Background: an optimization exercise with open tools, aiming at small area. Do not read the settings as production practice. RTL that was checked went through simulation tests only; none was proved equivalent to the original. The RTL of run 3 was laid out without a check of its function. Power is estimated from default activity; no workload was simulated.

**flow/design.v**
```verilog
module jtag_txn_seq #(
    parameter integer MAX_POLLS = 200
) (
    input  wire        clk,
    input  wire        rst,
    input  wire        req_valid,
    output wire        req_ready,
    input  wire [3:0]  req_cmd,
    input  wire [31:0] req_addr,
    input  wire [31:0] req_wdata,
    output wire        rsp_valid,
    input  wire        rsp_ready,
    output wire [2:0]  rsp_status,
    output wire [1:0]  rsp_kind,
    output wire [31:0] rsp_rdata,
    output wire [31:0] rsp_idcode,
    output wire        rsp_dev_found,
    output wire [7:0]  rsp_dev_desc,
    output wire [7:0]  rsp_tp_err,
    output wire        port_suspect,
    input  wire        port_resync,
    output wire [31:0] seq_status,
    output wire [31:0] dbg_poll_count,
    output wire        tp_cmd_valid,
    input  wire        tp_cmd_ready,
    output reg  [1:0]  tp_cmd_op,
    output reg  [5:0]  tp_cmd_width,
    output reg  [31:0] tp_cmd_bits,
    input  wire        tp_rsp_valid,
    input  wire        tp_rsp_ok,
    input  wire [31:0] tp_rsp_bits,
    input  wire [7:0]  tp_rsp_err,
    output wire [10:0] cat_mfg_id,
    output wire [15:0] cat_part_id,
    input  wire        cat_found,
    input  wire [7:0]  cat_desc
);
    localparam [3:0] IR_STATUS      = 4'h8;
    localparam [3:0] IR_TXN_COMMAND = 4'h9;
    localparam [3:0] IR_ADDRESS     = 4'hA;
    localparam [3:0] IR_DATA        = 4'hB;
    localparam [3:0] IR_IDCODE      = 4'hC;
    localparam integer STATUS_FL_BIT = 1;
    localparam integer STATUS_RD_BIT = 2;
    localparam [3:0] PH_IDLE        = 4'h0;
    localparam [3:0] PH_ID_SEL      = 4'h1;
    localparam [3:0] PH_ID_SHIFT    = 4'h2;
    localparam [3:0] PH_ADDR_SEL    = 4'h3;
    localparam [3:0] PH_ADDR_SHIFT  = 4'h4;
    localparam [3:0] PH_WDATA_SEL   = 4'h5;
    localparam [3:0] PH_WDATA_SHIFT = 4'h6;
    localparam [3:0] PH_CMD_SEL     = 4'h7;
    localparam [3:0] PH_CMD_SHIFT   = 4'h8;
    localparam [3:0] PH_STAT_SEL    = 4'h9;
    localparam [3:0] PH_STAT_POLL   = 4'hA;
    localparam [3:0] PH_RDATA_SEL   = 4'hB;
    localparam [3:0] PH_RDATA_SHIFT = 4'hC;
    localparam [3:0] PH_RESPOND     = 4'hD;
    localparam [3:0] PH_FAULT       = 4'hE;
    localparam [1:0] K_IDENTIFY = 2'b00;
    localparam [1:0] K_READ     = 2'b01;
    localparam [1:0] K_WRITE    = 2'b10;
    localparam [1:0] K_FAULT    = 2'b11;
    localparam [1:0] ST_OK        = 2'd0;
    localparam [1:0] ST_TXN_FAIL  = 2'd1;
    localparam [1:0] ST_TP_ERROR  = 2'd2;
    localparam [1:0] ST_POLL_LIM  = 2'd3;
    localparam [1:0] OP_WRITE_IR = 2'b00;
    localparam [1:0] OP_READ_DR  = 2'b01;
    localparam [1:0] OP_WRITE_DR = 2'b10;
    reg [3:0]  phase;
    reg        waiting;
    reg [1:0]  kind;
    reg [1:0]  space;
    reg [1:0]  st;
    reg        suspect;
    reg        polled;
    reg [31:0] a_q;
    reg [31:0] w_q;
    wire [1:0] req_op = req_cmd[1:0];
    wire [1:0] req_sp = req_cmd[3:2];
    wire       req_illegal = (req_op == 2'b11) || (req_op != 2'b00 && req_sp == 2'b11);
    wire idle    = (phase == PH_IDLE);
    wire accept  = idle && req_valid;
    wire in_tp   = (phase != PH_IDLE) && (phase < PH_RESPOND);
    wire answer  = in_tp && waiting && tp_rsp_valid;
    always @(*) begin
        tp_cmd_op    = OP_WRITE_IR;
        tp_cmd_width = 6'd4;
        tp_cmd_bits  = 32'h0;
        case (phase)
            PH_ID_SEL:      tp_cmd_bits = {28'h0, IR_IDCODE};
            PH_ID_SHIFT:    begin tp_cmd_op = OP_READ_DR;  tp_cmd_width = 6'd32; end
            PH_ADDR_SEL:    tp_cmd_bits = {28'h0, IR_ADDRESS};
            PH_ADDR_SHIFT:  begin tp_cmd_op = OP_WRITE_DR; tp_cmd_width = 6'd32; tp_cmd_bits = a_q; end
            PH_WDATA_SEL:   tp_cmd_bits = {28'h0, IR_DATA};
            PH_WDATA_SHIFT: begin tp_cmd_op = OP_WRITE_DR; tp_cmd_width = 6'd32; tp_cmd_bits = w_q; end
            PH_CMD_SEL:     tp_cmd_bits = {28'h0, IR_TXN_COMMAND};
            PH_CMD_SHIFT:   begin tp_cmd_op = OP_WRITE_DR; tp_cmd_bits = {29'h0, kind[0], space}; end
            PH_STAT_SEL:    tp_cmd_bits = {28'h0, IR_STATUS};
            PH_STAT_POLL:   tp_cmd_op = OP_READ_DR;
            PH_RDATA_SEL:   tp_cmd_bits = {28'h0, IR_DATA};
            PH_RDATA_SHIFT: begin tp_cmd_op = OP_READ_DR;  tp_cmd_width = 6'd32; end
            default: ;
        endcase
    end
    assign tp_cmd_valid = in_tp && !waiting;
    wire [3:0] poll_bits  = tp_rsp_bits[3:0];
    wire       poll_fail  = poll_bits[STATUS_FL_BIT];
    wire       poll_ready = poll_bits[STATUS_RD_BIT];
    wire [7:0] poll_cnt   = polled ? a_q[7:0] : 8'h0;
    wire [7:0] poll_next  = poll_cnt + 8'd1;
    wire       poll_limit = (poll_next == MAX_POLLS[7:0]);
    assign cat_mfg_id  = w_q[11:1];
    assign cat_part_id = w_q[27:12];
    always @(posedge clk) begin
        if (rst) begin
            phase   <= PH_IDLE;
            suspect <= 1'b1;
            polled  <= 1'b0;
        end else begin
            if (idle && port_resync)
                suspect <= 1'b0;
            if (accept) begin
                polled  <= 1'b0;
                waiting <= 1'b0;
                space   <= req_sp;
                if (req_illegal) begin
                    kind  <= K_FAULT;
                    st    <= ST_OK;
                    phase <= PH_FAULT;
                end else begin
                    kind  <= req_op;
                    phase <= (req_op == K_IDENTIFY) ? PH_ID_SEL : PH_ADDR_SEL;
                end
            end
            if (phase == PH_RESPOND && rsp_ready)
                phase <= PH_IDLE;
            if (in_tp) begin
                if (!waiting) begin
                    if (tp_cmd_ready)
                        waiting <= 1'b1;
                end else if (tp_rsp_valid) begin
                    waiting <= 1'b0;
                    if (!tp_rsp_ok) begin
                        suspect <= 1'b1;
                        st      <= ST_TP_ERROR;
                        phase   <= PH_RESPOND;
                    end else begin
                        st <= ST_OK;
                        case (phase)
                            PH_ID_SHIFT:    phase <= PH_RESPOND;
                            PH_ADDR_SHIFT:  phase <= (kind == K_WRITE) ? PH_WDATA_SEL : PH_CMD_SEL;
                            PH_STAT_POLL: begin
                                polled <= 1'b1;
                                if (poll_fail) begin
                                    st    <= ST_TXN_FAIL;
                                    phase <= PH_RESPOND;
                                end else if (poll_ready) begin
                                    phase <= (kind == K_READ) ? PH_RDATA_SEL : PH_RESPOND;
                                end else if (poll_limit) begin
                                    suspect <= 1'b1;
                                    st      <= ST_POLL_LIM;
                                    phase   <= PH_RESPOND;
                                end
                            end
                            PH_RDATA_SHIFT: phase <= PH_RESPOND;
                            default:        phase <= phase + 4'd1;
                        endcase
                    end
                end
            end
        end
    end
    always @(posedge clk) begin
        if (accept)
            a_q <= req_addr;
        else if (answer && tp_rsp_ok && phase == PH_STAT_POLL)
            a_q[11:0] <= {poll_bits, poll_next};
    end
    always @(posedge clk) begin
        if (accept)
            w_q <= req_wdata;
        else if (answer && (phase == PH_ID_SHIFT || phase == PH_RDATA_SHIFT || !tp_rsp_ok))
            w_q <= tp_rsp_ok ? tp_rsp_bits : {24'h0, tp_rsp_err};
    end
    wire is_respond = (phase == PH_RESPOND);
    wire is_fault   = (phase == PH_FAULT);
    wire [2:0] status = {is_fault, st};
    wire [3:0] last_status = polled ? a_q[11:8] : 4'h0;
    assign req_ready      = idle;
    assign rsp_valid      = is_respond || is_fault;
    assign rsp_status     = status;
    assign rsp_kind       = kind;
    assign rsp_rdata      = w_q;
    assign rsp_idcode     = w_q;
    assign rsp_dev_found  = cat_found;
    assign rsp_dev_desc   = cat_desc;
    assign rsp_tp_err     = w_q[7:0];
    assign port_suspect   = suspect;
    assign dbg_poll_count = {24'h0, poll_cnt};
    wire id_ok = is_respond && (kind == K_IDENTIFY) && (st == ST_OK);
    assign seq_status = {14'h0,
                         rsp_valid ? kind : 2'b00,
                         last_status,
                         phase,
                         id_ok & cat_found,
                         rsp_valid ? status : 3'b000,
                         is_fault,
                         suspect,
                         rsp_valid,
                         in_tp};
endmodule
```
**flow/flow/run.sh**
```bash
#!/bin/bash
# Standard layout, with the port buffers made from the smallest buffer cell.
set -euo pipefail
export BUFFER_PORTS_ARGS="-buffer_cell sky130_fd_sc_hd__buf_1"
export SKIP_REPAIR_TIE_FANOUT=1
bash standard.sh > standard.log 2>&1
```
**flow/standard.sh**
```bash
#!/bin/bash
# synth_recipe.tcl (not shown) runs the flow's synth.tcl, then flattens the netlist and writes it again
# the make line also repeats each setting of config.mk as NAME=value (left out here)
make -C /OpenROAD-flow-scripts/flow DESIGN_CONFIG=/design/flow/config.mk WORK_HOME=/design/flow/orfs CLKGATE_MAP_FILE= SYNTH_SCRIPT=/design/flow/synth_recipe.tcl "${@:-finish}"
```
**flow/config.mk**
```make
export PLATFORM = sky130hd
export DESIGN_NAME = jtag_txn_seq
export DESIGN_NICKNAME = jtag_txn_seq
export VERILOG_FILES = /design/flow/design.v
export SDC_FILE = /design/flow/constraint.sdc
export NUM_CORES = 4
export LEC_CHECK = 0
export CAP_MARGIN = 20
export CORE_MARGIN = 2
export CORE_UTILIZATION = 40
export CTS_BUF_LIST = sky130_fd_sc_hd__clkbuf_8
export PLACE_DENSITY = 0.6
export SLEW_MARGIN = 20
```
**flow/constraint.sdc**
```tcl
create_clock -name core_clock -period 10.0 [get_ports {clk}]
set_input_delay 2.0000 -clock core_clock [delete_from_list [all_inputs] [get_ports {clk}]]
set_output_delay 2.0000 -clock core_clock [all_outputs]
set_load 0.01 [all_outputs]
```
==> results of run 1 <==
final timing paths:
| path | startpoint | to | slack [ns] | cells past startpoint |
|---|---|---|---|---|
| worst min-delay path | suspect | suspect | 0.55 | 2 |
| worst max-delay path | phase[1] | tp_cmd_bits[25] | 5.12 | 7 |
| worst min register to register | suspect | suspect | 0.55 | 2 |
| worst max register to register | phase[1] | phase[0] | 6.96 | 9 |
worst min-delay path: stages, from the launching register on:
cell,delay (ns)
dfxtp_1,0.37
a21oi_1,0.08
o211ai_1,0.08
metal layers:
layer	GRT usage (%)	vias to the layer above	share of wire, %
met2	39.06	247	50
met4	8.208	0	2.3
met5	0	-	0
met1	28.47	2141	41
met3	5.329	33	7.1
li1	-	2118	-
flip-flops by register name, summed over array words and instances (netlist names):
register	count
kind	2
st	2
waiting	1
suspect	1
polled	1
space	2
a_q	32
w_q	32
phase	4
area by class of cell:
type,instances,area (sq um),share of cell area [%]
flip-flops and latches,77,2252,39.81
multi-input cells,314,1836,32.45
repair buffers,291,1109,19.60
well taps,172,215.2,3.804
clock buffers,9,123.9,2.190
clock inverters,7,76.32,1.349
inverters,12,45.04,0.7963
kinds of logic (layout without fill, tap and decap cells):
family          Yosys count  in the layout  synth area share [%]
mux                      10             10                 1.937
compound gates           91             91                 12.52
xor+xnor                  6              6                 1.017
buf+inv                 163            319                 21.09
fa+ha+maj                 6              6                 1.453
simple gates            200            200                 18.33
flops                    77             77                 43.58
other cells               1              1               0.07257
report_power, final:
part	leakage, nW	internal, mW	switching [mW]
clock	0.0970	0.116	0.127
sequential	0.727	0.539	0.147
combinational	1.24	0.260	0.550
cell usage in the layout, fill, tap and decap left out, types with 3 or more instances in the layout:
| cell type | n |
|---|---|
| nand4_1 | 4 |
| nand2b_1 | 4 |
| buf_4 | 4 |
| o21ai_0 | 22 |
| a22o_1 | 30 |
| nor2_1 | 12 |
| a31oi_1 | 3 |
| edfxtp_1 | 71 |
| nor2b_1 | 7 |
| clkbuf_8 | 9 |
| a21o_1 | 3 |
| mux2i_1 | 10 |
| and2_1 | 13 |
| nand3_1 | 31 |
| xor2_1 | 4 |
| buf_1 | 286 |
| nand2_1 | 101 |
| a21oi_1 | 13 |
| nand3b_1 | 4 |
| nor3_1 | 6 |
| inv_1 | 11 |
| dfxtp_1 | 6 |
| o31ai_1 | 3 |
| ha_1 | 6 |
| clkinv_4 | 4 |
| and3_1 | 5 |
==> impl_metrics.yaml, run 1 <==
cts:
  cts.hold.buffers_added: 0
  cts.root.buffer_cell: "clkbuf_8"
  buffers_from_clock_root_to_sink_at_most: 2
  tritoncts_clock_tree: "done"
  cts.clk_slew.worst_paths_ns: 0.08
  cts_setup_buffers: 0
  htreeDepth: 3
  inserted_clock_buffers: 9
  cts.sinks: 77
  cts_resized: 0
  insertion_delay_ns: 0.37
placement:
  placement.cell_area_sq_um: 5456
  final_weighted_congestion_in_routability_driven_placement: 0.8934
  portBuffers: 287
  placement.setup.worst_slack_ns: 5.284
  placed_cells_incl_taps: 866
  hpwlAfterDp_um: 12340
final_layout:
  layout.core_utilization_pct: 44.82
  num-fill-cells: 1329
  area_growth_syn_to_layout_pct: 9.467
  nNetsFinal: 836
  finish.cell_count_without_fillers: 882
  antenna_cells_inserted: 0
  drive_gt1_share_pct: 4.085
  fin_area_sq_um: 5657
floorplan:
  die-area_sq_um: 13840
  design.core.area_sq_um: 12620
  die_w_um: 117.7
  die_h_um: 117.7
  initial_utilization_pct: 40.95
  placement_row_count: 41
  floorplan.io_pins: 346
synth:
  yosysMostFrequentCell: "buf_4"
  ys.warnings.count: 1
  synth.lib_cells_used.distinct: 53
  ys_seq_area_share_pct: 43.58
  post_synth_instance_area_sq_um: 5167
  synth_enable_flop_cells: 71
  post-synth-top-area-fraction_pct: 41.26
  yosys-top-cells-area: "edfxtp_1 (41%), buf_4 (18%), nand2_1 (7.4%)"
  syn-instance-count: 554
  synth-seq-cells: 77
  dominantRegCellSynth: "edfxtp_1"
  async_flop_share_pct: 0
  avgSynthCellArea_sq_um: 9.328
  ys_top_cells_by_count: "buf_4 (123), nand2_1 (102), edfxtp_1 (71)"
  synth_largest_area_cell: "edfxtp_1"
sta:
  rsz0062_at_grt: "false"
  max_slew.worst_pin.slew_ns: 1.056
  whs_ns: 0.5537
  final_min_period_over_clock_period_pct: 48.75
  timing.final.setup_violations: 0
  number_of_max_slew_violations_in_the_final_report: 0
  tns_ns: 0
  timing.final.crit_period_ns: 4.875
  maxSlewHeadroom_pct: 29.61
  clock.fmax_mhz: 205.1
  final_worst_path_setup_slack_ns: 5.125
  timing.final.hold_violations: 0
  skew_ns: 0.008434
critical_path:
  cp_data_required_time_ns: 8.00
  crit_path_max_incr_delay_ns: 0.65
  critical-path-top-delay-family: "simple AND/OR/NAND/NOR gates"
  cp.arrival_ns: 2.88
  crit_fanout: 16
  crit_path_cell_trace: "inv_1, ha_1, nand2_1, nor2_2, buf_4, a22o_1, buf_1"
  setup.worst_path.start_class: "register"
  path_buf_inv: 3
  criticalPathCategory: "register to output pin"
  timing.critical_path.slowest_stage_cell: "nor2_2"
  worst_setup_path_end_kind: "output pin"
route:
  avgViaCountPerCell: 5.146
  drt_first_iter_violations: 324
  ant_nets: 0
  via_count: 4539
  wl_per_cell_um: 18.69
  drc: 0
  detail_route.wirelength_um: 16480
  first_pass_iters: 5
pwr:
  power_per_cell_area_nw_per_um2: 307.4
  total_power_mw: 1.739
  ir_drop_v: 0.0001299
  total_leakage_power_nw: 2.065
grt:
  grt_max_degree: 75
  global_route.usage.total_pct: 22.96
  antenna_found_initial: 0
  first_pass_grt_wire_length_um: 24360
  grt_pass1_vias: 4212
  grt-ovfl-total: 0
run:
  cap_violations: 0
worst_hold_path:
  hold_class: "register to register"
status:
  run_status: "complete, no violations"
==> inputs of run 2 (changes only) <==
==> flow/run.sh (new file) <==
#!/bin/bash
# synth_recipe.tcl (not shown) runs the flow's synth.tcl, then flattens the netlist and writes it again
# the make line also repeats each setting of config.mk as NAME=value (left out here)
make -C /OpenROAD-flow-scripts/flow DESIGN_CONFIG=/design/flow/config.mk WORK_HOME=/design/flow/orfs CLKGATE_MAP_FILE= SYNTH_SCRIPT=/design/flow/synth_recipe.tcl finish
--- a/flow/config.mk
+++ b/flow/config.mk
@@ -8,6 +8,5 @@
 export CAP_MARGIN = 20
 export CORE_MARGIN = 2
 export CORE_UTILIZATION = 40
-export CTS_BUF_LIST = sky130_fd_sc_hd__clkbuf_8
 export PLACE_DENSITY = 0.6
 export SLEW_MARGIN = 20
removed: flow/flow/run.sh
removed: flow/standard.sh
==> run 2 against run 1 <==
Still clean on timing, DRC and antenna. Clock skew up 0.0035 ns. Core utilization up 16 points. Register-to-register slack about the same. Fmax down 13%. Routed wire length up 13%. Cell area up 36%. Worst setup slack worse by 0.70 ns. Combinational power up 44%. Worst hold slack worse by 0.021 ns. Non-clock buffer count unchanged. Area after synthesis unchanged. Die area unchanged. Critical endpoint is now seq_status[7].
==> impl_metrics.yaml, run 2 <==
status:
  run_status: "complete, no violations"
route:
  first_pass_iters: 5
  via_count: 4694
  wl_per_cell_um: 20.07
  avgViaCountPerCell: 5.080
  detail_route.wirelength_um: 18550
  drc: 0
  ant_nets: 0
  drt_first_iter_violations: 251
floorplan:
  die_w_um: 117.7
  die_h_um: 117.7
  initial_utilization_pct: 40.95
  design.core.area_sq_um: 12620
  die-area_sq_um: 13840
  placement_row_count: 41
  floorplan.io_pins: 346
synth:
  ys_top_cells_by_count: "buf_4 (123), nand2_1 (102), edfxtp_1 (71)"
  post_synth_instance_area_sq_um: 5167
  dominantRegCellSynth: "edfxtp_1"
  ys.warnings.count: 1
  ys_seq_area_share_pct: 43.58
  synth_largest_area_cell: "edfxtp_1"
  avgSynthCellArea_sq_um: 9.328
  yosys-top-cells-area: "edfxtp_1 (41%), buf_4 (18%), nand2_1 (7.4%)"
  async_flop_share_pct: 0
  synth_enable_flop_cells: 71
  post-synth-top-area-fraction_pct: 41.26
  synth-seq-cells: 77
  syn-instance-count: 554
  synth.lib_cells_used.distinct: 53
  yosysMostFrequentCell: "buf_4"
worst_hold_path:
  hold_class: "register to register"
  hold_end: "suspect"
  timing.hold.worst.start: "suspect"
  hold_depth: 2
cts:
  htreeDepth: 3
  buffers_from_clock_root_to_sink_at_most: 2
  inserted_clock_buffers: 9
  cts.sinks: 77
  cts.hold.buffers_added: 0
  cts_resized: 0
  tritoncts_clock_tree: "done"
  cts.clk_slew.worst_paths_ns: 0.06
  insertion_delay_ns: 0.35
  cts.root.buffer_cell: "clkbuf_16"
  cts_setup_buffers: 0
sta:
  timing.final.crit_period_ns: 5.576
  final_min_period_over_clock_period_pct: 55.76
  max_slew.worst_pin.slew_ns: 0.9820
  number_of_max_slew_violations_in_the_final_report: 0
  clock.fmax_mhz: 179.4
  whs_ns: 0.5325
  maxSlewHeadroom_pct: 34.53
  skew_ns: 0.01195
  timing.final.setup_violations: 0
  tns_ns: 0
  rsz0062_at_grt: "false"
  timing.final.hold_violations: 0
placement:
  hpwlAfterDp_um: 13910
  portBuffers: 287
  placed_cells_incl_taps: 907
  final_weighted_congestion_in_routability_driven_placement: 0.9358
final_layout:
  area_growth_syn_to_layout_pct: 49.32
  drive_gt1_share_pct: 3.728
  finish.cell_count_without_fillers: 924
  layout.cells.most_common: "clkdlybuf4s50_1"
  layout_top_registers: "a_q: 32 flops, w_q: 32 flops, phase: 4 flops"
  mostFrequentLayoutCells: "clkdlybuf4s50_1 (286), nand2_1 (101), edfxtp_1 (71)"
  layout.core_utilization_pct: 61.14
  nNetsFinal: 877
critical_path:
  worst_setup_path_end_kind: "output pin"
  criticalPathCategory: "primary input to output pin"
  crit_fanout: 2
  cp.arrival_ns: 3.58
  reg2reg_from: "phase[0]"
  timing.critical_path.slowest_stage_cell: "clkdlybuf4s50_1"
  setup.worst_path.start_class: "primary input"
  worst_reg2reg_endpoint: "phase[0]"
  crit_path_max_incr_delay_ns: 0.54
  regToRegSetupSlack_ns: 6.95
  path_buf_inv: 2
  critPathMostFrequentCell: "clkdlybuf4s50_1"
  timing.reg2reg.worst_path_depth: 9
  cp_data_required_time_ns: 8.00
  crit_path_cell_trace: "clkdlybuf4s50_1, nor4b_1, nand3_1, nor2_1, clkdlybuf4s50_1"
  critical-path-top-delay-family: "buffers and inverters"
grt:
  antenna_found_initial: 1
  first_pass_grt_wire_length_um: 27150
  global_route.usage.total_pct: 25.76
  grt_max_degree: 75
  grt_pass1_vias: 4402
  grt-ovfl-total: 0
pwr:
  power_per_cell_area_nw_per_um2: 286.5
  total_leakage_power_nw: 3.001
  total_power_mw: 2.211
  ir_drop_v: 0.0001706
run:
  cap_violations: 0
## run 2: changes by cell type in the layout (fill, tap and decap cells not counted), moves of 4 or more
cell / delta
clkdlybuf4s50_1: +286
buf_1: -286
clkbuf_16: +9
conb_1: +41
clkinv_4: -4
clkbuf_8: -9
## run 2: cells by family (layout without fill, tap and decap cells)
family | after synthesis | count (layout) | synth area share (%)
simple gates | 200 | 200 | 18.33
buf+inv | 163 | 319 | 21.09
compound gates | 91 | 91 | 12.52
flops | 77 | 77 | 43.58
mux | 10 | 10 | 1.937
fa+ha+maj | 6 | 6 | 1.453
xor+xnor | 6 | 6 | 1.017
other cells | 1 | 43 | 0.07257
## run 2: layer usage
| metal | wire [um] | up-vias | track usage (%) |
|---|---|---|---|
| met2 | 9301 | 248 | 45.17 |
| met5 | 0 | - | 0 |
| met3 | 1266 | 43 | 5.281 |
| met4 | 666 | 0 | 11.97 |
| met1 | 7312 | 2241 | 30.13 |
| li1 | - | 2162 | - |
## run 2: per-stage QoR
step                area (sq um)  worst slack (ns)
floorplan                   5321             5.532
global placement            7400             4.516
detailed placement          7400             4.444
CTS                         7714             4.446
global route                7716             4.303
finish                      7716             4.424
## run 2: cell type report
| type | count | area, sq um |
|---|---|---|
| fillers | 1109 | 4903 |
| repair buffers | 291 | 2898 |
| flip-flops and latches | 77 | 2252 |
| multi-input cells | 355 | 1989 |
| clock buffers | 9 | 225.2 |
| well taps | 172 | 215.2 |
| clock inverters | 7 | 88.84 |
| inverters | 12 | 45.04 |
| diodes | 1 | 2.502 |
## run 2: worst register-to-register path, cell delays in order (launching register included)
cell and delay (ns):
dfxtp_1 0.39, inv_1 0.14, ha_1 0.43, nand4bb_2 0.15
buf_4 0.30, inv_2 0.14, buf_4 0.65, o21ai_0 0.26
or2_2 0.32, a41oi_1 0.20
## run 2: where the power goes
group	internal, mW	switching [mW]
combinational	0.608	0.565
clock	0.217	0.134
sequential	0.540	0.146
total	1.37	0.845
## run 2: worst max-delay path by stage
stage	start	endpoint	slack [ns]	cells after the start
6_report	cat_found	seq_status[7]	4.42	5
2_1_floorplan	cat_found	seq_status[7]	5.53	3
3_5_place_dp	cat_found	seq_status[7]	4.44	5
3_3_place_gp	cat_found	seq_status[7]	4.52	5
4_1_cts	cat_found	seq_status[7]	4.45	5
5_1_grt	cat_found	seq_status[7]	4.30	5
==> inputs of run 3 (changes only) <==
--- a/flow/design.v
+++ b/flow/design.v
@@ -61,10 +61,6 @@
     localparam [1:0] K_READ     = 2'b01;
     localparam [1:0] K_WRITE    = 2'b10;
     localparam [1:0] K_FAULT    = 2'b11;
-    localparam [1:0] ST_OK        = 2'd0;
-    localparam [1:0] ST_TXN_FAIL  = 2'd1;
-    localparam [1:0] ST_TP_ERROR  = 2'd2;
-    localparam [1:0] ST_POLL_LIM  = 2'd3;
     localparam [1:0] OP_WRITE_IR = 2'b00;
     localparam [1:0] OP_READ_DR  = 2'b01;
     localparam [1:0] OP_WRITE_DR = 2'b10;
@@ -72,7 +68,6 @@
     reg        waiting;
     reg [1:0]  kind;
     reg [1:0]  space;
-    reg [1:0]  st;
     reg        suspect;
     reg        polled;
     reg [31:0] a_q;
@@ -127,7 +122,6 @@
                 space   <= req_sp;
                 if (req_illegal) begin
                     kind  <= K_FAULT;
-                    st    <= ST_OK;
                     phase <= PH_FAULT;
                 end else begin
                     kind  <= req_op;
@@ -141,26 +135,22 @@
                     if (tp_cmd_ready)
                         waiting <= 1'b1;
                 end else if (tp_rsp_valid) begin
-                    waiting <= 1'b0;
+                    waiting <= !tp_rsp_ok;
                     if (!tp_rsp_ok) begin
                         suspect <= 1'b1;
-                        st      <= ST_TP_ERROR;
                         phase   <= PH_RESPOND;
                     end else begin
-                        st <= ST_OK;
                         case (phase)
                             PH_ID_SHIFT:    phase <= PH_RESPOND;
                             PH_ADDR_SHIFT:  phase <= (kind == K_WRITE) ? PH_WDATA_SEL : PH_CMD_SEL;
                             PH_STAT_POLL: begin
                                 polled <= 1'b1;
                                 if (poll_fail) begin
-                                    st    <= ST_TXN_FAIL;
                                     phase <= PH_RESPOND;
                                 end else if (poll_ready) begin
                                     phase <= (kind == K_READ) ? PH_RDATA_SEL : PH_RESPOND;
                                 end else if (poll_limit) begin
                                     suspect <= 1'b1;
-                                    st      <= ST_POLL_LIM;
                                     phase   <= PH_RESPOND;
                                 end
                             end
@@ -186,8 +176,13 @@
     end
     wire is_respond = (phase == PH_RESPOND);
     wire is_fault   = (phase == PH_FAULT);
-    wire [2:0] status = {is_fault, st};
     wire [3:0] last_status = polled ? a_q[11:8] : 4'h0;
+    wire       tp_error = waiting;
+    wire       lst_fl   = last_status[STATUS_FL_BIT];
+    wire       lst_rd   = last_status[STATUS_RD_BIT];
+    wire [2:0] status   = is_fault ? 3'd4 :
+                          {1'b0, tp_error | (polled & !lst_fl & !lst_rd),
+                                 !tp_error & polled & (lst_fl | !lst_rd)};
     assign req_ready      = idle;
     assign rsp_valid      = is_respond || is_fault;
     assign rsp_status     = status;
@@ -199,7 +194,7 @@
     assign rsp_tp_err     = w_q[7:0];
     assign port_suspect   = suspect;
     assign dbg_poll_count = {24'h0, poll_cnt};
-    wire id_ok = is_respond && (kind == K_IDENTIFY) && (st == ST_OK);
+    wire id_ok = is_respond && (kind == K_IDENTIFY) && !tp_error;
     assign seq_status = {14'h0,
                          rsp_valid ? kind : 2'b00,
                          last_status,
==> flow/flow/run.sh (new file) <==
#!/bin/bash
# Standard layout, with the port buffers made from the smallest buffer cell.
set -euo pipefail
export BUFFER_PORTS_ARGS="-buffer_cell sky130_fd_sc_hd__buf_1"
export SKIP_REPAIR_TIE_FANOUT=1
bash standard.sh > standard.log 2>&1
==> flow/standard.sh (new file) <==
#!/bin/bash
# synth_recipe.tcl (not shown) runs the flow's synth.tcl, then flattens the netlist and writes it again
# the make line also repeats each setting of config.mk as NAME=value (left out here)
make -C /OpenROAD-flow-scripts/flow DESIGN_CONFIG=/design/flow/config.mk WORK_HOME=/design/flow/orfs CLKGATE_MAP_FILE= SYNTH_SCRIPT=/design/flow/synth_recipe.tcl "${@:-finish}"
--- a/flow/config.mk
+++ b/flow/config.mk
@@ -5,8 +5,10 @@
 export SDC_FILE = /design/flow/constraint.sdc
 export NUM_CORES = 4
 export LEC_CHECK = 0
+export ABC_AREA = 1
 export CAP_MARGIN = 20
 export CORE_MARGIN = 2
 export CORE_UTILIZATION = 40
+export CTS_BUF_LIST = sky130_fd_sc_hd__clkbuf_8
 export PLACE_DENSITY = 0.6
 export SLEW_MARGIN = 20
removed: flow/run.sh
==> run 3 against run 2 <==
Sequential share of layout area is 9.9 points higher. Synthesized cell count grew 10%. Cell count rose by 2.1%. Routed wire length shrank 15%. Via count shrank 1.6%. Combinational power is 28% lower. Worst setup slack improved by 1.0 ns. Die area shrank 1.7%. Still clean. Non-clock buffer count decreased by 1. Power decreased by 21%.
==> impl_metrics.yaml, run 3 <==
status:
  run_status: "complete, no violations"
floorplan:
  die_h_um: 116.6
  initial_utilization_pct: 40.54
  die_w_um: 116.6
  design.core.area_sq_um: 12520
  floorplan.io_pins: 346
  die-area_sq_um: 13600
  placement_row_count: 41
final_layout:
  layout.cells.most_common: "buf_1"
  antenna_cells_inserted: 0
  layout_top_registers: "a_q: 32 flops, w_q: 32 flops, phase: 4 flops"
  layout.core_utilization_pct: 44.77
  nNetsFinal: 897
  area_growth_syn_to_layout_pct: 10.43
  finish.cell_count_without_fillers: 943
  drive_gt1_share_pct: 5.837
  fin_area_sq_um: 5604
  mostFrequentLayoutCells: "buf_1 (286), nand2_1 (152), edfxtp_1 (69)"
critical_path:
  timing.reg2reg.worst_path_depth: 9
  worst_reg2reg_endpoint: "phase[0]"
  reg2reg_from: "phase[0]"
  criticalPathCategory: "primary input to output pin"
  setup.worst_path.start_class: "primary input"
  crit_fanout: 2
  regToRegSetupSlack_ns: 6.78
  cp_data_required_time_ns: 8.00
  cp.arrival_ns: 2.53
  worst_setup_path_end_kind: "output pin"
sta:
  final_min_period_over_clock_period_pct: 45.35
  whs_ns: 0.5220
  maxSlewHeadroom_pct: 36.44
  number_of_max_slew_violations_in_the_final_report: 0
  timing.final.crit_period_ns: 4.535
  rsz0062_at_grt: "false"
  final_worst_path_setup_slack_ns: 5.465
  timing.final.hold_violations: 0
  max_slew.worst_pin.slew_ns: 0.9511
  tns_ns: 0
  clock.fmax_mhz: 220.5
  skew_ns: 0.007837
  timing.final.setup_violations: 0
route:
  detail_route.wirelength_um: 15730
  wl_per_cell_um: 16.69
  drc: 0
  via_count: 4619
  drt_first_iter_violations: 377
  avgViaCountPerCell: 4.898
  first_pass_iters: 4
  ant_nets: 0
grt:
  antenna_found_initial: 0
  grt_pass1_vias: 3927
  first_pass_grt_wire_length_um: 21600
  grt_max_degree: 61
  grt-ovfl-total: 0
  global_route.usage.total_pct: 21.27
pwr:
  clock_power_share_pct: 14.7
  ir_drop_v: 0.00009699
  sw_frac_of_total_pct: 47.60
  total_power_mw: 1.757
  net_switching_power_figure_mw: 0.8363
  cell_internal_pwr_mw: 0.9207
  power_per_cell_area_nw_per_um2: 313.5
  combPwrFrac_pct: 48.1
  power.sequential.fraction_pct: 37.2
  total_leakage_power_nw: 2.233
synth:
  synth_xor_area_share_pct: 0.1726
  mux_cell_area_share_after_synthesis_pct: 0
  async_flop_share_pct: 0
  post-synth-top-area-fraction_pct: 40.83
  main_combinational_cell_family_by_area_after_synthesis: "buffers and inverters"
  synth_compound_area_share_pct: 9.443
  synth-seq-cells: 75
  ys.warnings.count: 1
  synth-adder-area-share_pct: 1.479
  synth_enable_flop_cells: 69
  syn-instance-count: 612
  synth_largest_area_cell: "edfxtp_1"
  yosysMostFrequentCell: "nand2_1"
  post_synth_instance_area_sq_um: 5075
  avgSynthCellArea_sq_um: 8.292
  ys_seq_area_share_pct: 43.20
  yosys-top-cells-area: "edfxtp_1 (41%), buf_4 (19%), nand2_1 (11%)"
  synth_simple_gate_area_share_pct: 21.25
  dominantRegCellSynth: "edfxtp_1"
  ys_top_cells_by_count: "nand2_1 (152), buf_4 (126), edfxtp_1 (69)"
  synth.lib_cells_used.distinct: 36
cts:
  cts.hold.buffers_added: 0
  cts.root.buffer_cell: "clkbuf_8"
  buffers_from_clock_root_to_sink_at_most: 2
  insertion_delay_ns: 0.35
  tritoncts_clock_tree: "done"
  cts.clk_slew.worst_paths_ns: 0.08
  htreeDepth: 3
  cts_resized: 0
  cts.sinks: 75
  cts_setup_buffers: 0
  inserted_clock_buffers: 9
placement:
  portBuffers: 287
  placement.setup.worst_slack_ns: 5.372
  placed_cells_incl_taps: 926
  final_weighted_congestion_in_routability_driven_placement: 0.9189
  hpwlAfterDp_um: 11800
  placement.cell_area_sq_um: 5373
worst_hold_path:
  hold_depth: 2
  hold_end: "suspect"
  hold_class: "register to register"
  timing.hold.worst.start: "suspect"
run:
  cap_violations: 0
[run 3: worst max-delay path: stages]
cell	delay, ns
buf_1	0.09
nand3_1	0.08
nor3_1	0.19
buf_1	0.17
[run 3: power groups by stage]
| stage | combinational, mW | sequential [mW] | clock [mW] |
|---|---|---|---|
| 4_1_cts | 0.842 | 0.657 | 0.266 |
| 3_3_place_gp | 0.845 | 0.657 | 0 |
| 2_1_floorplan | 0.672 | 0.661 | 0 |
| 3_5_place_dp | 0.840 | 0.663 | 0 |
| 5_1_grt | 0.948 | 0.673 | 0.278 |
| 6_report | 0.845 | 0.654 | 0.258 |
[run 3: logic make-up (layout without fill, tap and decap cells)]
group,count (synthesis),after routing
simple gates,257,257
xor+xnor,1,1
other cells,1,1
buf+inv,201,360
fa+ha+maj,6,6
flops,75,75
compound gates,71,71
[run 3: per-layer routing]
layer  vias up  routed length, um  track usage [%]
met4         0                208            5.333
met2       261               7887            35.93
met5         -                  0                0
li1       2196                  -                -
met1      2145               6490            28.05
met3        17               1147            4.359
[run 3: area by class of cell]
class	count	area, sq um
fill	1327	6913
sequential	75	2192
multi-input combinational	336	1669
timing repair buffer	290	1109
tap	172	215.2
inverter	54	203.9
clock buffer	9	123.9
clock inverter	7	91.34
[run 3: how the worst max path moves through the flow]
| stage | from | end | slack (ns) | cells after the start |
|---|---|---|---|---|
| finish | cat_found | seq_status[7] | 5.47 | 4 |
| global route | cat_found | seq_status[7] | 5.42 | 4 |
| CTS | cat_found | seq_status[7] | 5.46 | 4 |
| detailed placement | tp_rsp_ok | w_q[12] | 5.37 | 4 |
| global placement | tp_rsp_ok | w_q[9] | 5.43 | 4 |
| floorplan | tp_rsp_valid | w_q[0] | 4.86 | 4 |
==> inputs of run 4 (changes only) <==
--- a/flow/design.v
+++ b/flow/design.v
@@ -162,17 +162,29 @@
             end
         end
     end
+    wire        a_load = accept;
+    wire        a_poll = answer && tp_rsp_ok && (phase == PH_STAT_POLL);
+    wire        a_hold = !a_load && !a_poll;
     always @(posedge clk) begin
-        if (accept)
-            a_q <= req_addr;
-        else if (answer && tp_rsp_ok && phase == PH_STAT_POLL)
-            a_q[11:0] <= {poll_bits, poll_next};
-    end
+        if (idle)
+            a_q[31:12] <= req_addr[31:12];
+        a_q[11:0] <= ({12{a_load}} & req_addr[11:0])
+                   | ({12{a_poll}} & {poll_bits, poll_next})
+                   | ({12{a_hold}} & a_q[11:0]);
+    end
+    wire        w_load = idle;
+    wire        w_cap  = answer && (phase == PH_ID_SHIFT || phase == PH_RDATA_SHIFT || !tp_rsp_ok);
+    wire        w_ok   = w_cap && tp_rsp_ok;
+    wire        w_err  = w_cap && !tp_rsp_ok;
+    wire        w_hold = !w_load && !w_cap;
     always @(posedge clk) begin
-        if (accept)
-            w_q <= req_wdata;
-        else if (answer && (phase == PH_ID_SHIFT || phase == PH_RDATA_SHIFT || !tp_rsp_ok))
-            w_q <= tp_rsp_ok ? tp_rsp_bits : {24'h0, tp_rsp_err};
+        w_q[31:8] <= ({24{w_load}} & req_wdata[31:8])
+                   | ({24{w_cap}}  & tp_rsp_bits[31:8])
+                   | ({24{w_hold}} & w_q[31:8]);
+        w_q[7:0]  <= ({8{w_load}} & req_wdata[7:0])
+                   | ({8{w_ok}}   & tp_rsp_bits[7:0])
+                   | ({8{w_err}}  & tp_rsp_err)
+                   | ({8{w_hold}} & w_q[7:0]);
     end
     wire is_respond = (phase == PH_RESPOND);
     wire is_fault   = (phase == PH_FAULT);
--- a/flow/config.mk
+++ b/flow/config.mk
@@ -6,9 +6,9 @@
 export NUM_CORES = 4
 export LEC_CHECK = 0
 export ABC_AREA = 1
-export CAP_MARGIN = 20
+export CAP_MARGIN = 0
 export CORE_MARGIN = 2
 export CORE_UTILIZATION = 40
 export CTS_BUF_LIST = sky130_fd_sc_hd__clkbuf_8
 export PLACE_DENSITY = 0.6
-export SLEW_MARGIN = 20
+export SLEW_MARGIN = 0
==> run 4 against run 3 <==
First-iteration DRC count down 28%. Clock power up 2%. Fmax down 1.2%. Sequential cell count unchanged. Combinational power up 21%. Worst hold slack worse by 0.0099 ns. Critical path type is now register to output pin.
==> impl_metrics.yaml, run 4 <==
floorplan:
  design.core.area_sq_um: 11960
  floorplan.io_pins: 346
  initial_utilization_pct: 40.75
  die-area_sq_um: 13090
  die_w_um: 114.4
  placement_row_count: 40
  die_h_um: 114.4
sta:
  tns_ns: 0
  final_worst_path_setup_slack_ns: 5.409
  max_slew.worst_pin.slew_ns: 0.9840
  number_of_max_slew_violations_in_the_final_report: 0
  timing.final.setup_violations: 0
  final_min_period_over_clock_period_pct: 45.91
  maxSlewHeadroom_pct: 34.25
  rsz0062_at_grt: "false"
  clock.fmax_mhz: 217.8
  timing.final.crit_period_ns: 4.591
  timing.final.hold_violations: 0
  skew_ns: 0.01142
cts:
  htreeDepth: 3
  cts.clk_slew.worst_paths_ns: 0.09
  cts.sinks: 75
  buffers_from_clock_root_to_sink_at_most: 2
  cts.hold.buffers_added: 0
  cts_setup_buffers: 0
  inserted_clock_buffers: 9
  tritoncts_clock_tree: "done"
  cts_resized: 0
  insertion_delay_ns: 0.37
  cts.root.buffer_cell: "clkbuf_8"
synth:
  synth-seq-cells: 75
  ys_top_cells_by_count: "nand2_1 (180), buf_4 (128), nand3_1 (63)"
  ys.warnings.count: 1
  yosys-top-cells-area: "dfxtp_1 (21%), buf_4 (20%), edfxtp_1 (15%)"
  synth.lib_cells_used.distinct: 37
  dominantRegCellSynth: "dfxtp_1"
  post_synth_instance_area_sq_um: 4875
  syn-instance-count: 656
  synth_enable_flop_cells: 25
  synth_largest_area_cell: "dfxtp_1"
  yosysMostFrequentCell: "nand2_1"
  avgSynthCellArea_sq_um: 7.431
  async_flop_share_pct: 0
  ys_seq_area_share_pct: 35.93
  post-synth-top-area-fraction_pct: 20.53
critical_path:
  setup.worst_path.start_class: "register"
  crit_fanout: 16
  worst_reg2reg_endpoint: "w_q[7]"
  cp.arrival_ns: 2.59
  timing.reg2reg.worst_path_depth: 12
  worst_setup_path_end_kind: "output pin"
  reg2reg_from: "phase[0]"
  cp_data_required_time_ns: 8.00
  regToRegSetupSlack_ns: 6.64
  criticalPathCategory: "register to output pin"
grt:
  global_route.usage.total_pct: 23.89
  antenna_found_initial: 0
  grt_pass1_vias: 4221
  grt-ovfl-total: 0
  first_pass_grt_wire_length_um: 23570
  grt_max_degree: 58
route:
  via_count: 4785
  wl_per_cell_um: 16.93
  drc: 0
  drt_first_iter_violations: 270
  avgViaCountPerCell: 4.969
  routed_wl_met2_um: 7982
  detail_route.wirelength_um: 16310
  ant_nets: 0
  top_layer_used: "met4"
  met1_routed_wirelength_after_detailed_routing_um: 6964
  met3WireLength_um: 927
  first_pass_iters: 5
final_layout:
  drive_gt1_share_pct: 4.167
  mostFrequentLayoutCells: "buf_1 (287), nand2_1 (180), nand3_1 (63)"
  area_growth_syn_to_layout_pct: 9.574
  layout.core_utilization_pct: 44.65
  nNetsFinal: 942
  layout.cells.most_common: "buf_1"
  finish.cell_count_without_fillers: 963
  antenna_cells_inserted: 0
  layout_top_registers: "a_q: 32 flops, w_q: 32 flops, phase: 4 flops"
pwr:
  power.sequential.fraction_pct: 33.8
  net_switching_power_figure_mw: 0.9879
  combPwrFrac_pct: 52.7
  cell_internal_pwr_mw: 0.9488
  ir_drop_v: 0.0001724
  total_leakage_power_nw: 2.203
  sw_frac_of_total_pct: 51.01
  clock_power_share_pct: 13.5
  power_per_cell_area_nw_per_um2: 362.6
worst_hold_path:
  timing.hold.worst.start: "a_q[8]"
  hold_depth: 2
  hold_end: "a_q[8]"
  hold_class: "register to register"
placement:
  hpwlAfterDp_um: 12440
  placement.setup.worst_slack_ns: 5.525
  placed_cells_incl_taps: 947
  final_weighted_congestion_in_routability_driven_placement: 0.9270
  portBuffers: 287
run:
  cap_violations: 0
status:
  run_status: "complete, no violations"
[run 4: cell count changes after synthesis, moves of 6 or more]
cell	before	now
dfxtp_1	6	50
edfxtp_1	69	25
nand2_1	152	180
nand3_1	39	63
a31oi_1	12	1
nand4_1	2	12
inv_1	44	52
nor2_1	44	36
nor2_2	7	1
[run 4: critical path, stage by stage (launching register included)]
cell,delay (ns)
dfxtp_1,0.39
inv_1,0.15
ha_1,0.18
inv_1,0.13
nor2_2,0.47
buf_4,0.35
inv_1,0.17
o21ai_0,0.20
buf_1,0.17
[run 4: power by group through the flow]
stage	sequential (mW)	clock [mW]	combinational [mW]
after detailed placement	0.661	0	1.02
final	0.654	0.262	1.02
after floorplan	0.648	0	0.837
after CTS	0.655	0.268	1.02
after global placement	0.658	0	1.03
after global routing	0.678	0.278	1.14
[run 4: final cells by class]
cell class	count	area [sq um]
clock inverter	7	92.59
inverter	57	214.0
sequential	75	1752
fill	1294	6620
tap	147	183.9
timing repair buffer	289	1092
clock buffer	9	123.9
multi-input combinational	379	1883
[run 4: cells by family after synthesis]
kind of cell | Yosys count | synth area share [%]
buf+inv | 202 | 25.64
flops | 75 | 35.93
other cells | 1 | 0.07693
simple gates | 306 | 27.10
fa+ha+maj | 6 | 1.540
compound gates | 66 | 9.703
[run 4: layer usage]
| layer | vias to the layer above | global-route usage [%] |
|---|---|---|
| met3 | 31 | 5.506 |
| met2 | 208 | 38.70 |
| met4 | 0 | 9.593 |
| met1 | 2221 | 30.80 |
| li1 | 2325 | - |
| met5 | - | 0 |
[run 4: how the worst max path moves through the flow]
stage                    from        endpoint  cells after the start
floorplan           cat_found   seq_status[7]                      2
global placement    cat_found   seq_status[7]                      4
detailed placement  cat_found   seq_status[7]                      4
CTS                  phase[0]  tp_cmd_bits[4]                      8
global route         phase[0]  tp_cmd_bits[7]                      8
finish               phase[0]  tp_cmd_bits[4]                      8
[run 4: through the flow]
| step | hold WS (ns) | area [sq um] | total power, mW |
|---|---|---|---|
| after floorplan | 0.4511 | 4875 | 1.485 |
| after global placement | 0.4976 | 5125 | 1.686 |
| after detailed placement | 0.4972 | 5125 | 1.681 |
| after CTS | 0.5115 | 5341 | 1.948 |
| after global routing | 0.5334 | 5341 | 2.094 |
| final | 0.5121 | 5341 | 1.937 |
==> inputs of run 5 (changes only) <==
--- a/flow/config.mk
+++ b/flow/config.mk
@@ -6,9 +6,9 @@
 export NUM_CORES = 4
 export LEC_CHECK = 0
 export ABC_AREA = 1
-export CAP_MARGIN = 0
+export CAP_MARGIN = 20
 export CORE_MARGIN = 2
 export CORE_UTILIZATION = 40
 export CTS_BUF_LIST = sky130_fd_sc_hd__clkbuf_8
 export PLACE_DENSITY = 0.6
-export SLEW_MARGIN = 0
+export SLEW_MARGIN = 20
==> run 5 against run 4 <==
Non-clock buffer count stayed put. Die area stayed put. Critical path depth stayed put. Core utilization stayed put. Sequential cell count stayed put. Critical endpoint unchanged. Largest power group unchanged.
==> impl_metrics.yaml, run 5 <==
status:
  run_status: "complete, no violations"
grt:
  grt_pass1_vias: 4221
  antenna_found_initial: 0
  grt_max_degree: 58
  grt-ovfl-total: 0
  first_pass_grt_wire_length_um: 23570
  global_route.usage.total_pct: 23.89
worst_hold_path:
  hold_class: "register to register"
  timing.hold.worst.start: "a_q[8]"
sta:
  tns_ns: 0
  clock.fmax_mhz: 217.8
  timing.final.setup_violations: 0
  rsz0062_at_grt: "false"
  skew_ns: 0.01142
  timing.final.crit_period_ns: 4.591
  timing.final.hold_violations: 0
  number_of_max_slew_violations_in_the_final_report: 0
  final_min_period_over_clock_period_pct: 45.91
  max_slew.worst_pin.slew_ns: 0.9840
  maxSlewHeadroom_pct: 34.25
synth:
  ys.warnings.count: 1
  syn-instance-count: 656
  synth_enable_flop_cells: 25
  yosys-top-cells-area: "dfxtp_1 (21%), buf_4 (20%), edfxtp_1 (15%)"
  dominantRegCellSynth: "dfxtp_1"
  async_flop_share_pct: 0
  synth_largest_area_cell: "dfxtp_1"
  synth-seq-cells: 75
  ys_top_cells_by_count: "nand2_1 (180), buf_4 (128), nand3_1 (63)"
  yosysMostFrequentCell: "nand2_1"
  ys_seq_area_share_pct: 35.93
  synth.lib_cells_used.distinct: 37
  post-synth-top-area-fraction_pct: 20.53
  avgSynthCellArea_sq_um: 7.431
  post_synth_instance_area_sq_um: 4875
cts:
  inserted_clock_buffers: 9
  tritoncts_clock_tree: "done"
  cts.sinks: 75
  cts.root.buffer_cell: "clkbuf_8"
  htreeDepth: 3
  cts.hold.buffers_added: 0
  cts_setup_buffers: 0
  cts_resized: 0
  insertion_delay_ns: 0.37
  cts.clk_slew.worst_paths_ns: 0.09
  buffers_from_clock_root_to_sink_at_most: 2
placement:
  final_weighted_congestion_in_routability_driven_placement: 0.9270
  placed_cells_incl_taps: 947
  hpwlAfterDp_um: 12440
  portBuffers: 287
route:
  first_pass_iters: 5
  drc: 0
  detail_route.wirelength_um: 16310
  via_count: 4785
  wl_per_cell_um: 16.93
  ant_nets: 0
  drt_first_iter_violations: 270
  avgViaCountPerCell: 4.969
floorplan:
  die_w_um: 114.4
  design.core.area_sq_um: 11960
  die_h_um: 114.4
  floorplan.io_pins: 346
  die-area_sq_um: 13090
  initial_utilization_pct: 40.75
  placement_row_count: 40
pwr:
  power_per_cell_area_nw_per_um2: 362.6
  ir_drop_v: 0.0001724
  total_leakage_power_nw: 2.203
critical_path:
  cp-startpoint: "phase[0]"
  crit_fanout: 16
  cp.arrival_ns: 2.59
  reg2reg_from: "phase[0]"
  criticalPathCategory: "register to output pin"
  setup.worst_path.start_class: "register"
  worst_setup_path_end_kind: "output pin"
  cp_data_required_time_ns: 8.00
final_layout:
  drive_gt1_share_pct: 4.167
  antenna_cells_inserted: 0
  nNetsFinal: 942
  layout.cells.most_common: "buf_1"
  layout_top_registers: "a_q: 32 flops, w_q: 32 flops, phase: 4 flops"
  area_growth_syn_to_layout_pct: 9.574
  finish.cell_count_without_fillers: 963
  mostFrequentLayoutCells: "buf_1 (287), nand2_1 (180), nand3_1 (63)"
run:
  cap_violations: 0
==> run 5: cell type report <==
cell class	instances	area (sq um)
fillers	1294	6620
multi-input cells	379	1883
flip-flops and latches	75	1752
repair buffers	289	1092
inverters	57	214.0
well taps	147	183.9
clock buffers	9	123.9
clock inverters	7	92.59
==> run 5: layer usage <==
| layer | vias to the layer above | track usage (%) | share of wire (%) | wire (um) |
|---|---|---|---|---|
| met5 | - | 0 | 0 | 0 |
| met4 | 0 | 9.593 | 2.6 | 432 |
| met3 | 31 | 5.506 | 5.7 | 927 |
| met2 | 208 | 38.70 | 49 | 7982 |
| met1 | 2221 | 30.80 | 43 | 6964 |
| li1 | 2325 | - | - | - |
==> run 5: logic make-up after synthesis <==
logic type / Yosys count / synth area share [%]
flip-flops: 75 / 35.93
AND/OR/NAND/NOR: 306 / 27.10
buffers and inverters: 202 / 25.64
other: 1 / 0.07693
adder cells (fa/ha/maj): 6 / 1.540
AO/OA/AOI/OAI: 66 / 9.703
==> run 5: path summary, 6_finish.rpt <==
check / to / slack, ns / cells past startpoint
max: tp_cmd_bits[4] / 5.41 / 8
min reg2reg: a_q[8] / 0.51 / 2
max reg2reg: w_q[7] / 6.64 / 12
min: a_q[8] / 0.51 / 2
==> run 5: where the power goes <==
part           switching (mW)  total [mW]  leakage (nW)  internal [mW]
Combinational           0.708        1.02          1.44          0.312
Clock                   0.123       0.262         0.101          0.139
Sequential              0.157       0.654         0.662          0.497
==> run 5: per-stage QoR <==
stage	setup slack, ns	area (sq um)	hold slack [ns]	utilization [%]	power, mW
2_1_floorplan	5.676	4875	0.4511	-	1.485
3_3_place_gp	5.547	5125	0.4976	42.85	1.686
3_5_place_dp	5.525	5125	0.4972	42.85	1.681
4_1_cts	5.377	5341	0.5115	44.65	1.948
5_1_grt	5.198	5341	0.5334	44.65	2.094
6_report	5.409	5341	0.5121	44.65	1.937
==> run 5: worst max-delay path: stages (launching register included) <==
cell     delay, ns
dfxtp_1       0.39
inv_1         0.15
ha_1          0.18
inv_1         0.13
nor2_2        0.47
buf_4         0.35
inv_1         0.17
o21ai_0       0.20
buf_1         0.17
==> inputs of run 6 (changes only) <==
==> flow/flow/run.sh (replaced) <==
#!/bin/bash
# Standard layout with two changes:
#  * synthesis is the standard script, with an area-oriented ABC script
#    (flow/abc_area.script) in place of ORFS's abc_area.script;
#  * the port buffers are made from the smallest buffer cell, and constant
#    outputs share one tie cell.
set -euo pipefail
export BUFFER_PORTS_ARGS="-buffer_cell sky130_fd_sc_hd__buf_1"
export SKIP_REPAIR_TIE_FANOUT=1
rm -rf scripts_abc
cp -r "$FLOW_HOME/scripts" scripts_abc
cp flow/abc_area.script scripts_abc/abc_area.script
SCRIPTS_DIR="$PWD/scripts_abc" bash standard.sh synth > synth.log 2>&1
bash standard.sh > standard.log 2>&1
==> flow/flow/abc_area.script (new file) <==
strash
&get -n
&st
&dc2
&dch -f
&nf -a -R 1000
&st
&dc2
&dch -f
&nf -a -R 1000
&st
&dc2
&dch -f
&nf -a -R 1000
&put
topo
==> run 6 against run 5 <==
Clock-buffer cell count rose by 1. Still clean on timing, DRC and antenna. Worst hold slack got worse by 0.032 ns. Worst setup slack got worse by 0.058 ns. First-iteration DRC count grew 17%.
==> impl_metrics.yaml, run 6 <==
cts:
  insertion_delay_ns: 0.34
  htreeDepth: 3
  cts_resized: 0
  inserted_clock_buffers: 9
  tritoncts_clock_tree: "done"
  cts.sinks: 75
  cts.hold.buffers_added: 0
  buffers_from_clock_root_to_sink_at_most: 2
  cts_setup_buffers: 0
  cts.root.buffer_cell: "clkbuf_8"
  cts.clk_slew.worst_paths_ns: 0.09
synth:
  yosys-top-cells-area: "dfxtp_1 (22%), buf_4 (21%), edfxtp_1 (17%)"
  synth_enable_flop_cells: 25
  synth_largest_area_cell: "dfxtp_1"
  yosysMostFrequentCell: "buf_4"
  async_flop_share_pct: 0
  syn-instance-count: 508
  synth.lib_cells_used.distinct: 34
  synth-seq-cells: 75
  post-synth-top-area-fraction_pct: 22.32
  ys_seq_area_share_pct: 39.06
  avgSynthCellArea_sq_um: 8.827
  ys.warnings.count: 1
  post_synth_instance_area_sq_um: 4484
  ys_top_cells_by_count: "buf_4 (125), nand2_1 (100), dfxtp_1 (50)"
  dominantRegCellSynth: "dfxtp_1"
placement:
  hpwlAfterDp_um: 11720
  placed_cells_incl_taps: 813
  final_weighted_congestion_in_routability_driven_placement: 0.8600
  portBuffers: 287
critical_path:
  criticalPathCategory: "register to output pin"
  crit_fanout: 19
  regToRegSetupSlack_ns: 6.55
  worst_setup_path_end_kind: "output pin"
  cp.arrival_ns: 2.65
  setup.worst_path.start_class: "register"
  cp_data_required_time_ns: 8.00
pwr:
  sw_frac_of_total_pct: 49.37
  net_switching_power_figure_mw: 0.9106
  power.sequential.fraction_pct: 36.1
  combPwrFrac_pct: 50.9
  power_per_cell_area_nw_per_um2: 366.4
  clock_power_share_pct: 13.0
  total_power_mw: 1.845
  cell_internal_pwr_mw: 0.9340
  total_leakage_power_nw: 1.900
  ir_drop_v: 0.0001809
floorplan:
  initial_utilization_pct: 41.19
  floorplan.io_pins: 346
  die_w_um: 109.9
  die_h_um: 109.9
  die-area_sq_um: 12070
  placement_row_count: 38
  design.core.area_sq_um: 10890
route:
  detail_route.wirelength_um: 15290
  drt_first_iter_violations: 315
  avgViaCountPerCell: 5.314
  first_pass_iters: 6
  met1_routed_wirelength_after_detailed_routing_um: 5903
  ant_nets: 0
  wl_per_cell_um: 18.44
  drc: 0
  top_layer_used: "met4"
  routed_wl_met2_um: 7744
  via_count: 4405
  met3WireLength_um: 1347
sta:
  skew_ns: 0.01035
  timing.final.hold_violations: 0
  final_min_period_over_clock_period_pct: 46.49
  tns_ns: 0
  timing.final.setup_violations: 0
  number_of_max_slew_violations_in_the_final_report: 0
  timing.final.crit_period_ns: 4.649
  rsz0062_at_grt: "false"
  maxSlewHeadroom_pct: 41.78
  clock.fmax_mhz: 215.1
  whs_ns: 0.4799
  max_slew.worst_pin.slew_ns: 0.8701
grt:
  grt_pass1_vias: 3999
  grt-ovfl-total: 0
  grt_max_degree: 59
  first_pass_grt_wire_length_um: 21860
  antenna_found_initial: 0
  global_route.usage.total_pct: 24.12
final_layout:
  layout_top_registers: "a_q: 32 flops, w_q: 32 flops, phase: 4 flops"
  area_growth_syn_to_layout_pct: 12.25
  nNetsFinal: 815
  drive_gt1_share_pct: 3.193
  finish.cell_count_without_fillers: 829
  mostFrequentLayoutCells: "buf_1 (287), nand2_1 (100), dfxtp_1 (50)"
  layout.core_utilization_pct: 46.23
  layout.cells.most_common: "buf_1"
  antenna_cells_inserted: 0
worst_hold_path:
  hold_class: "register to register"
status:
  run_status: "complete, no violations"
run:
  cap_violations: 0
==> run 6: cell types whose count changed after synthesis, moves of 8 or more <==
cell      before  now
a22oi_1        1   39
inv_1         52    0
clkbuf_1      13    0
nand2_1      180  100
a222oi_1       0   10
nand4_1       12    3
and2_0         0   17
clkinv_1       0   10
nor2_1        36   19
and3_1         1    9
nand3_1       63    5
==> run 6: cells by family after synthesis <==
family                   count (synthesis)  share of synthesized area, %
other                                    1                       0.08363
AO/OA/AOI/OAI                          115                         19.59
flip-flops                              75                         39.06
buffers and inverters                  135                         21.76
XOR/XNOR                                 4                        0.7814
adder cells (fa/ha/maj)                  6                         1.674
AND/OR/NAND/NOR                        172                         17.05
==> run 6: critical path, cell delays in order, from the launching register on <==
cell,delay [ns]
dfxtp_1,0.45
clkinv_1,0.18
nor2_1,0.22
and2_1,0.61
buf_4,0.38
a22oi_1,0.10
o21ai_0,0.15
buf_1,0.19
==> run 6: per-stage QoR <==
step	worst slack (ns)	instance area, sq um
2_1_floorplan	5.138	4484
3_3_place_gp	5.464	4835
3_5_place_dp	5.442	4835
4_1_cts	5.339	5034
5_1_grt	5.036	5034
6_report	5.351	5034
==> run 6: worst paths after layout <==
check                start             end  cells after the start
hold / removal     w_q[31]         w_q[31]                      2
setup reg to reg  phase[0]          w_q[3]                     11
hold reg to reg    w_q[31]         w_q[31]                      2
setup / recovery  phase[2]  tp_cmd_bits[3]                      7
==> run 6: layer usage <==
metal	track usage, %	vias up
met5	0	-
met4	7.685	0
met3	6.461	22
met2	41.54	271
met1	29.12	2063
li1	-	2049
==> run 6: power by group through the flow <==
| stage | Combinational [mW] | Sequential [mW] | Clock (mW) |
|---|---|---|---|
| floorplan | 0.752 | 0.653 | 0 |
| global placement | 0.947 | 0.667 | 0 |
| detailed placement | 0.947 | 0.676 | 0 |
| CTS | 0.949 | 0.668 | 0.244 |
| global route | 1.05 | 0.691 | 0.259 |
| finish | 0.940 | 0.665 | 0.239 |
==> run 6: layout make-up <==
cell class	count	area, sq um
sequential	75	1752
inverter	10	37.54
clock buffer	10	137.6
timing repair buffer	290	1100
tap	140	175.2
clock inverter	6	61.31
fill	1146	5854
multi-input combinational	298	1770
==> inputs of run 7 (changes only) <==
--- a/flow/design.v
+++ b/flow/design.v
@@ -141,21 +141,28 @@
                         phase   <= PH_RESPOND;
                     end else begin
                         case (phase)
+                            PH_ID_SEL:      phase <= PH_ID_SHIFT;
                             PH_ID_SHIFT:    phase <= PH_RESPOND;
-                            PH_ADDR_SHIFT:  phase <= (kind == K_WRITE) ? PH_WDATA_SEL : PH_CMD_SEL;
+                            PH_ADDR_SEL:    phase <= PH_ADDR_SHIFT;
+                            PH_ADDR_SHIFT:  phase <= kind[1] ? PH_WDATA_SEL : PH_CMD_SEL;
+                            PH_WDATA_SEL:   phase <= PH_WDATA_SHIFT;
+                            PH_WDATA_SHIFT: phase <= PH_CMD_SEL;
+                            PH_CMD_SEL:     phase <= PH_CMD_SHIFT;
+                            PH_CMD_SHIFT:   phase <= PH_STAT_SEL;
+                            PH_STAT_SEL:    phase <= PH_STAT_POLL;
                             PH_STAT_POLL: begin
                                 polled <= 1'b1;
                                 if (poll_fail) begin
                                     phase <= PH_RESPOND;
                                 end else if (poll_ready) begin
-                                    phase <= (kind == K_READ) ? PH_RDATA_SEL : PH_RESPOND;
+                                    phase <= kind[0] ? PH_RDATA_SEL : PH_RESPOND;
                                 end else if (poll_limit) begin
                                     suspect <= 1'b1;
                                     phase   <= PH_RESPOND;
                                 end
                             end
-                            PH_RDATA_SHIFT: phase <= PH_RESPOND;
-                            default:        phase <= phase + 4'd1;
+                            PH_RDATA_SEL:   phase <= PH_RDATA_SHIFT;
+                            default:        phase <= PH_RESPOND;
                         endcase
                     end
                 end
@@ -173,7 +180,7 @@
                    | ({12{a_hold}} & a_q[11:0]);
     end
     wire        w_load = idle;
-    wire        w_cap  = answer && (phase == PH_ID_SHIFT || phase == PH_RDATA_SHIFT || !tp_rsp_ok);
+    wire        w_cap  = answer && (!kind[1] || !tp_rsp_ok);
     wire        w_ok   = w_cap && tp_rsp_ok;
     wire        w_err  = w_cap && !tp_rsp_ok;
     wire        w_hold = !w_load && !w_cap;
--- a/flow/flow/run.sh
+++ b/flow/flow/run.sh
@@ -7,6 +7,8 @@
 set -euo pipefail
 export BUFFER_PORTS_ARGS="-buffer_cell sky130_fd_sc_hd__buf_1"
 export SKIP_REPAIR_TIE_FANOUT=1
+# clock tree without dummy balancing loads
+export CTS_ARGS="-sink_clustering_enable -repair_clock_nets -dont_use_dummy_load -buf_list sky130_fd_sc_hd__clkbuf_8"
 rm -rf scripts_abc
 cp -r "$FLOW_HOME/scripts" scripts_abc
 cp flow/abc_area.script scripts_abc/abc_area.script
==> flow/flow/abc_area.script (replaced) <==
strash
&get -n
&deepsyn -J 100
&dch -f
&nf -a -R 1000
&put
topo
--- a/flow/config.mk
+++ b/flow/config.mk
@@ -8,7 +8,7 @@
 export ABC_AREA = 1
 export CAP_MARGIN = 20
 export CORE_MARGIN = 2
-export CORE_UTILIZATION = 40
+export CORE_UTILIZATION = 65
 export CTS_BUF_LIST = sky130_fd_sc_hd__clkbuf_8
-export PLACE_DENSITY = 0.6
+export PLACE_DENSITY = 0.8
 export SLEW_MARGIN = 20
==> run 7 against run 6 <==
The flow now stops in 3_2_place_iop. Synthesized cell count down 2.8%. Area after synthesis decreased by 2.5%.
==> impl_metrics.yaml, run 7 <==
status:
  run_status: "did not finish"
  stop_stage: "3_2_place_iop"
  firstError: "[ERROR PPL-0024] Number of IO pins (346) exceeds maximum number of available positions (302). Increase the die perimeter from 344.04um to 470.56um."
synth:
  synth_compound_area_share_pct: 19.92
  async_flop_share_pct: 0
  avgSynthCellArea_sq_um: 8.850
  synth_largest_area_cell: "dfxtp_1"
  mux_cell_area_share_after_synthesis_pct: 0
  ys_top_cells_by_count: "buf_4 (125), nand2_1 (96), dfxtp_1 (50)"
  synth-seq-cells: 75
  yosysMostFrequentCell: "buf_4"
  synth_xor_area_share_pct: 0.4007
  ys.warnings.count: 1
  yosys-top-cells-area: "dfxtp_1 (23%), buf_4 (21%), edfxtp_1 (17%)"
  main_combinational_cell_family_by_area_after_synthesis: "buffers and inverters"
  synth_simple_gate_area_share_pct: 16.06
  dominantRegCellSynth: "dfxtp_1"
  ys_seq_area_share_pct: 40.07
  post_synth_instance_area_sq_um: 4372
  post-synth-top-area-fraction_pct: 22.90
  syn-instance-count: 494
  synth-adder-area-share_pct: 1.145
  synth_enable_flop_cells: 25
  synth.lib_cells_used.distinct: 36
floorplan:
  initial_utilization_pct: 68.07
  die_h_um: 86.01
  die_w_um: 86.01
  placement_row_count: 29
==> run 7: changes by cell type after synthesis, moves of 3 or more <==
cell	previous run	this run
a211oi_1	4	1
a22oi_1	39	33
a31oi_1	2	7
and3_1	9	6
nand2_1	100	96
nand3_1	5	10
nor3_1	8	5
o22ai_1	0	3
==> run 7: cells by family after synthesis <==
group | count (synthesis)
AO/OA/AOI/OAI | 116
buffers and inverters | 135
flip-flops | 75
other | 1
AND/OR/NAND/NOR | 161
adder cells (fa/ha/maj) | 4
XOR/XNOR | 2

[afterwards: timing with drivers on the ports]
How much do the figures lean on ideal ports? The routed layouts below were timed once more, with nothing changed but the port constraints. Step 1: set_driving_cell puts a clkbuf_16 on clk and a buf_2 on each other input, an assumption about the parent block. Step 2 adds t to the input delays and takes it off the output delays; t is the mean of the earliest and latest rising clock arrival at the registers after step 1. Input paths then give back, and output paths get back, about the clock's delay inside the block. Three values: ideal ports, drivers, drivers and shift; two values: the first two.
| run | t (ns) | setup WS [ns] | latest minus earliest clock arrival (ns) |
|---|---|---|---|
| run 1 | 0.401 | 5.125 / 5.092 / 5.269 | 0.010 / 0.010 |
| run 2 | 0.378 | 4.424 / 4.397 / 4.397 | 0.012 / 0.012 |
| run 3 | 0.386 | 5.465 / 5.439 / 5.439 | 0.008 / 0.008 |
| run 4 | 0.398 | 5.409 / 5.376 / 5.482 | 0.012 / 0.011 |
| run 5 | 0.398 | 5.409 / 5.376 / 5.482 | 0.012 / 0.011 |
| run 6 | 0.371 | 5.351 / 5.318 / 5.435 | 0.012 / 0.012 |
After both steps setup and hold are still met in every run listed. The setup slack of run 2, which loses most, moves by -0.027 ns with the drivers and by -0.027 ns with both steps.
